This design comes from an exercise in tuning for small area on the open sky130 flow, not from production work. The RTL was checked by simulation tests, not by an equivalence proof against the original design.

==> willow <==
Design sht20_codec, start of the top module:
module sht20_codec (
    input  wire        clk,
    input  wire        rst,
    input  wire        in_valid,
    input  wire [2:0]  op,
    input  wire [7:0]  a,
    input  wire [7:0]  b,
    output wire        out_valid,
    output wire        err,
    output wire [15:0] raw_masked,
    output wire [31:0] val0,
    output wire [31:0] val1,
    output wire [7:0]  ureg_out,
    output wire        otp_dis,
    output wire        htr_en,
    output wire        eob,
    output wire        res_valid,
    output wire [1:0]  res
);
clock: 60.0 ns
lec_check: 0
abc_area: 1
cap_margin: 20
core_margin: 2
core_utilization: 40
cts_buf_list: sky130_fd_sc_hd__clkbuf_8
cts_cluster_diameter: 60
cts_cluster_size: 16
slew_margin: 20
standard.sh (not shown) runs the stock make flow with config.mk's settings and CLKGATE_MAP_FILE= SYNTH_SCRIPT=/design/flow/synth_recipe.tcl, a recipe that flattens the netlist after the stock synthesis.
==> flow/flow/run.sh <==
#!/bin/bash
# The standard layout (standard.sh), with these changes:
#  - yosys maps its carry-lookahead cells ($lcu) to ripple carries
#    (flow/lcu_ripple.v) instead of ORFS's Kogge-Stone map, so adders are small;
#  - the cells listed in flow/dont_use.txt are added to the platform's
#    don't-use list (half-adder cells and large drive strengths), for the
#    whole flow; the registers and everything else are as standard;
#  - the input and output port buffers are the smallest buffer cell.
# All tool output goes to standard.log in this folder.
set -o pipefail
export SYNTH_OPERATIONS_ARGS="-extra-map $PWD/flow/lcu_ripple.v"
export BUFFER_PORTS_ARGS="-buffer_cell sky130_fd_sc_hd__buf_1"
{
  echo "include $PWD/config.mk"
  echo "export DONT_USE_CELLS += $(cat flow/dont_use.txt)"
} > flow_config.mk
sed "s#DESIGN_CONFIG=[^ ]*#DESIGN_CONFIG=$PWD/flow_config.mk#g" standard.sh > flow_standard.sh
bash flow_standard.sh > standard.log 2>&1
==> flow/flow/dont_use.txt <==
sky130_fd_sc_hd__ha_1 sky130_fd_sc_hd__ha_2 sky130_fd_sc_hd__ha_4 sky130_fd_sc_hd__a2111o_2 sky130_fd_sc_hd__a2111o_4 sky130_fd_sc_hd__a2111oi_2 sky130_fd_sc_hd__a2111oi_4 sky130_fd_sc_hd__a211o_2 sky130_fd_sc_hd__a211o_4 sky130_fd_sc_hd__a211oi_2 sky130_fd_sc_hd__a211oi_4 sky130_fd_sc_hd__a21bo_2 sky130_fd_sc_hd__a21bo_4 sky130_fd_sc_hd__a21boi_2 sky130_fd_sc_hd__a21boi_4 sky130_fd_sc_hd__a21o_2 sky130_fd_sc_hd__a21o_4 sky130_fd_sc_hd__a21oi_2 sky130_fd_sc_hd__a21oi_4 sky130_fd_sc_hd__a221o_2 sky130_fd_sc_hd__a221o_4 sky130_fd_sc_hd__a221oi_2 sky130_fd_sc_hd__a221oi_4 sky130_fd_sc_hd__a22o_2 sky130_fd_sc_hd__a22o_4 sky130_fd_sc_hd__a22oi_2 sky130_fd_sc_hd__a22oi_4 sky130_fd_sc_hd__a2bb2o_2 sky130_fd_sc_hd__a2bb2o_4 sky130_fd_sc_hd__a2bb2oi_2 sky130_fd_sc_hd__a2bb2oi_4 sky130_fd_sc_hd__a311o_2 sky130_fd_sc_hd__a311o_4 sky130_fd_sc_hd__a311oi_2 sky130_fd_sc_hd__a311oi_4 sky130_fd_sc_hd__a31o_2 sky130_fd_sc_hd__a31o_4 sky130_fd_sc_hd__a31oi_2 sky130_fd_sc_hd__a31oi_4 sky130_fd_sc_hd__a32o_2 sky130_fd_sc_hd__a32o_4 sky130_fd_sc_hd__a32oi_2 sky130_fd_sc_hd__a32oi_4 sky130_fd_sc_hd__a41o_2 sky130_fd_sc_hd__a41o_4 sky130_fd_sc_hd__a41oi_2 sky130_fd_sc_hd__a41oi_4 sky130_fd_sc_hd__and2_2 sky130_fd_sc_hd__and2_4 sky130_fd_sc_hd__and2b_2 sky130_fd_sc_hd__and2b_4 sky130_fd_sc_hd__and3_2 sky130_fd_sc_hd__and3_4 sky130_fd_sc_hd__and3b_2 sky130_fd_sc_hd__and3b_4 sky130_fd_sc_hd__and4_2 sky130_fd_sc_hd__and4_4 sky130_fd_sc_hd__and4b_2 sky130_fd_sc_hd__and4b_4 sky130_fd_sc_hd__and4bb_2 sky130_fd_sc_hd__and4bb_4 sky130_fd_sc_hd__dfbbn_2 sky130_fd_sc_hd__dfrbp_2 sky130_fd_sc_hd__dfrtp_2 sky130_fd_sc_hd__dfrtp_4 sky130_fd_sc_hd__dfsbp_2 sky130_fd_sc_hd__dfstp_2 sky130_fd_sc_hd__dfstp_4 sky130_fd_sc_hd__dfxbp_2 sky130_fd_sc_hd__dfxtp_2 sky130_fd_sc_hd__dfxtp_4 sky130_fd_sc_hd__dlclkp_2 sky130_fd_sc_hd__dlclkp_4 sky130_fd_sc_hd__dlrbn_2 sky130_fd_sc_hd__dlrbp_2 sky130_fd_sc_hd__dlrtn_2 sky130_fd_sc_hd__dlrtn_4 sky130_fd_sc_hd__dlrtp_2 sky130_fd_sc_hd__dlrtp_4 sky130_fd_sc_hd__dlxbn_2 sky130_fd_sc_hd__dlxtn_2 sky130_fd_sc_hd__dlxtn_4 sky130_fd_sc_hd__ebufn_2 sky130_fd_sc_hd__ebufn_4 sky130_fd_sc_hd__ebufn_8 sky130_fd_sc_hd__einvn_2 sky130_fd_sc_hd__einvn_4 sky130_fd_sc_hd__einvn_8 sky130_fd_sc_hd__einvp_2 sky130_fd_sc_hd__einvp_4 sky130_fd_sc_hd__einvp_8 sky130_fd_sc_hd__fa_2 sky130_fd_sc_hd__fa_4 sky130_fd_sc_hd__ha_2 sky130_fd_sc_hd__ha_4 sky130_fd_sc_hd__maj3_2 sky130_fd_sc_hd__maj3_4 sky130_fd_sc_hd__mux2_2 sky130_fd_sc_hd__mux2_4 sky130_fd_sc_hd__mux2_8 sky130_fd_sc_hd__mux2i_2 sky130_fd_sc_hd__mux2i_4 sky130_fd_sc_hd__mux4_2 sky130_fd_sc_hd__mux4_4 sky130_fd_sc_hd__nand2_2 sky130_fd_sc_hd__nand2_4 sky130_fd_sc_hd__nand2_8 sky130_fd_sc_hd__nand2b_2 sky130_fd_sc_hd__nand2b_4 sky130_fd_sc_hd__nand3_2 sky130_fd_sc_hd__nand3_4 sky130_fd_sc_hd__nand3b_2 sky130_fd_sc_hd__nand3b_4 sky130_fd_sc_hd__nand4_2 sky130_fd_sc_hd__nand4_4 sky130_fd_sc_hd__nand4b_2 sky130_fd_sc_hd__nand4b_4 sky130_fd_sc_hd__nand4bb_2 sky130_fd_sc_hd__nand4bb_4 sky130_fd_sc_hd__nor2_2 sky130_fd_sc_hd__nor2_4 sky130_fd_sc_hd__nor2_8 sky130_fd_sc_hd__nor2b_2 sky130_fd_sc_hd__nor2b_4 sky130_fd_sc_hd__nor3_2 sky130_fd_sc_hd__nor3_4 sky130_fd_sc_hd__nor3b_2 sky130_fd_sc_hd__nor3b_4 sky130_fd_sc_hd__nor4_2 sky130_fd_sc_hd__nor4_4 sky130_fd_sc_hd__nor4b_2 sky130_fd_sc_hd__nor4b_4 sky130_fd_sc_hd__nor4bb_2 sky130_fd_sc_hd__nor4bb_4 sky130_fd_sc_hd__o2111a_2 sky130_fd_sc_hd__o2111a_4 sky130_fd_sc_hd__o2111ai_2 sky130_fd_sc_hd__o2111ai_4 sky130_fd_sc_hd__o211a_2 sky130_fd_sc_hd__o211a_4 sky130_fd_sc_hd__o211ai_2 sky130_fd_sc_hd__o211ai_4 sky130_fd_sc_hd__o21a_2 sky130_fd_sc_hd__o21a_4 sky130_fd_sc_hd__o21ai_2 sky130_fd_sc_hd__o21ai_4 sky130_fd_sc_hd__o21ba_2 sky130_fd_sc_hd__o21ba_4 sky130_fd_sc_hd__o21bai_2 sky130_fd_sc_hd__o21bai_4 sky130_fd_sc_hd__o221a_2 sky130_fd_sc_hd__o221a_4 sky130_fd_sc_hd__o221ai_2 sky130_fd_sc_hd__o221ai_4 sky130_fd_sc_hd__o22a_2 sky130_fd_sc_hd__o22a_4 sky130_fd_sc_hd__o22ai_2 sky130_fd_sc_hd__o22ai_4 sky130_fd_sc_hd__o2bb2a_2 sky130_fd_sc_hd__o2bb2a_4 sky130_fd_sc_hd__o2bb2ai_2 sky130_fd_sc_hd__o2bb2ai_4 sky130_fd_sc_hd__o311a_2 sky130_fd_sc_hd__o311a_4 sky130_fd_sc_hd__o311ai_2 sky130_fd_sc_hd__o311ai_4 sky130_fd_sc_hd__o31a_2 sky130_fd_sc_hd__o31a_4 sky130_fd_sc_hd__o31ai_2 sky130_fd_sc_hd__o31ai_4 sky130_fd_sc_hd__o32a_2 sky130_fd_sc_hd__o32a_4 sky130_fd_sc_hd__o32ai_2 sky130_fd_sc_hd__o32ai_4 sky130_fd_sc_hd__o41a_2 sky130_fd_sc_hd__o41a_4 sky130_fd_sc_hd__o41ai_2 sky130_fd_sc_hd__o41ai_4 sky130_fd_sc_hd__or2_2 sky130_fd_sc_hd__or2_4 sky130_fd_sc_hd__or2b_2 sky130_fd_sc_hd__or2b_4 sky130_fd_sc_hd__or3_2 sky130_fd_sc_hd__or3_4 sky130_fd_sc_hd__or3b_2 sky130_fd_sc_hd__or3b_4 sky130_fd_sc_hd__or4_2 sky130_fd_sc_hd__or4_4 sky130_fd_sc_hd__or4b_2 sky130_fd_sc_hd__or4b_4 sky130_fd_sc_hd__or4bb_2 sky130_fd_sc_hd__or4bb_4 sky130_fd_sc_hd__sdfbbn_2 sky130_fd_sc_hd__sdfrbp_2 sky130_fd_sc_hd__sdfrtp_2 sky130_fd_sc_hd__sdfrtp_4 sky130_fd_sc_hd__sdfsbp_2 sky130_fd_sc_hd__sdfstp_2 sky130_fd_sc_hd__sdfstp_4 sky130_fd_sc_hd__sdfxbp_2 sky130_fd_sc_hd__sdfxtp_2 sky130_fd_sc_hd__sdfxtp_4 sky130_fd_sc_hd__sdlclkp_2 sky130_fd_sc_hd__sdlclkp_4 sky130_fd_sc_hd__sedfxbp_2 sky130_fd_sc_hd__sedfxtp_2 sky130_fd_sc_hd__sedfxtp_4 sky130_fd_sc_hd__xnor2_2 sky130_fd_sc_hd__xnor2_4 sky130_fd_sc_hd__xnor3_2 sky130_fd_sc_hd__xnor3_4 sky130_fd_sc_hd__xor2_2 sky130_fd_sc_hd__xor2_4 sky130_fd_sc_hd__xor3_2 sky130_fd_sc_hd__xor3_4 
Other scripts of this flow, unchanged in this note and not shown: flow/flow/lcu_ripple.v
==> delta: changes against willow <==
==> flow/flow/dont_use.txt (replaced) <==
sky130_fd_sc_hd__ha_1 sky130_fd_sc_hd__ha_2 sky130_fd_sc_hd__ha_4
==> summary of the runs <==
willow finished with timing, DRC and antenna clean. delta completed with no timing, DRC or antenna violations. In sequential cell count, willow and delta do not differ. Between delta and willow, the lower hold slack is in delta (gap 2.8 ps). In willow the cell count is larger than in delta, by about 1.3%. Of delta and willow, willow has the higher non-clock buffer count (gap 14).
==> figures <==
Total Nets Final: delta 2,757; willow 2,805
Fraction of the mapped netlist area in adder cells: delta 0.254; willow 0.266
Number of rows in the core area: delta 73; willow 72
Result of the run: delta timing/DRC/antenna clean; willow timing/DRC/antenna clean
Cell with the largest stage delay on the worst path: delta sky130_fd_sc_hd__nand2_2; willow sky130_fd_sc_hd__fa_1
GR Util met3: delta 0.0282; willow 0.0258
Post-route minimum period: delta 47,020 ps; willow 49,440 ps
Delay contributed by the slowest stage of the critical path: delta 640 ps; willow 590 ps
Die X-Extent: delta 206 um; willow 201 um

==> static timing again, ports no longer ideal <==
The results above use ideal ports. As a check the final layouts listed here were re-extracted and re-timed, cells and wires unchanged. Step 1 assumes that a clkbuf_16 drives the clock port and a buf_2 every other input. Step 2 moves the port delays by t, midway between the first and last clock arrival at a register: inputs arrive t later, outputs are due t later. That takes back most of the time a late clock gives input paths. a / b / c = ideal ports / drivers / drivers and shift; a / b = the first two.
| run | t, ns | setup WS [ns] | hold slack, ns | worst register clock-pin slew, ns | worst data-port slew with drivers (ns) |
|---|---|---|---|---|---|
| willow | 0.394 | 10.555 / 10.514 / 10.908 | 0.331 / 0.331 / 0.331 | 0.08 / 0.08 | 0.04 |
| delta | 0.399 | 12.983 / 12.940 / 13.340 | 0.328 / 0.328 / 0.328 | 0.10 / 0.10 | 0.03 |
After both steps every run listed still meets setup and hold.
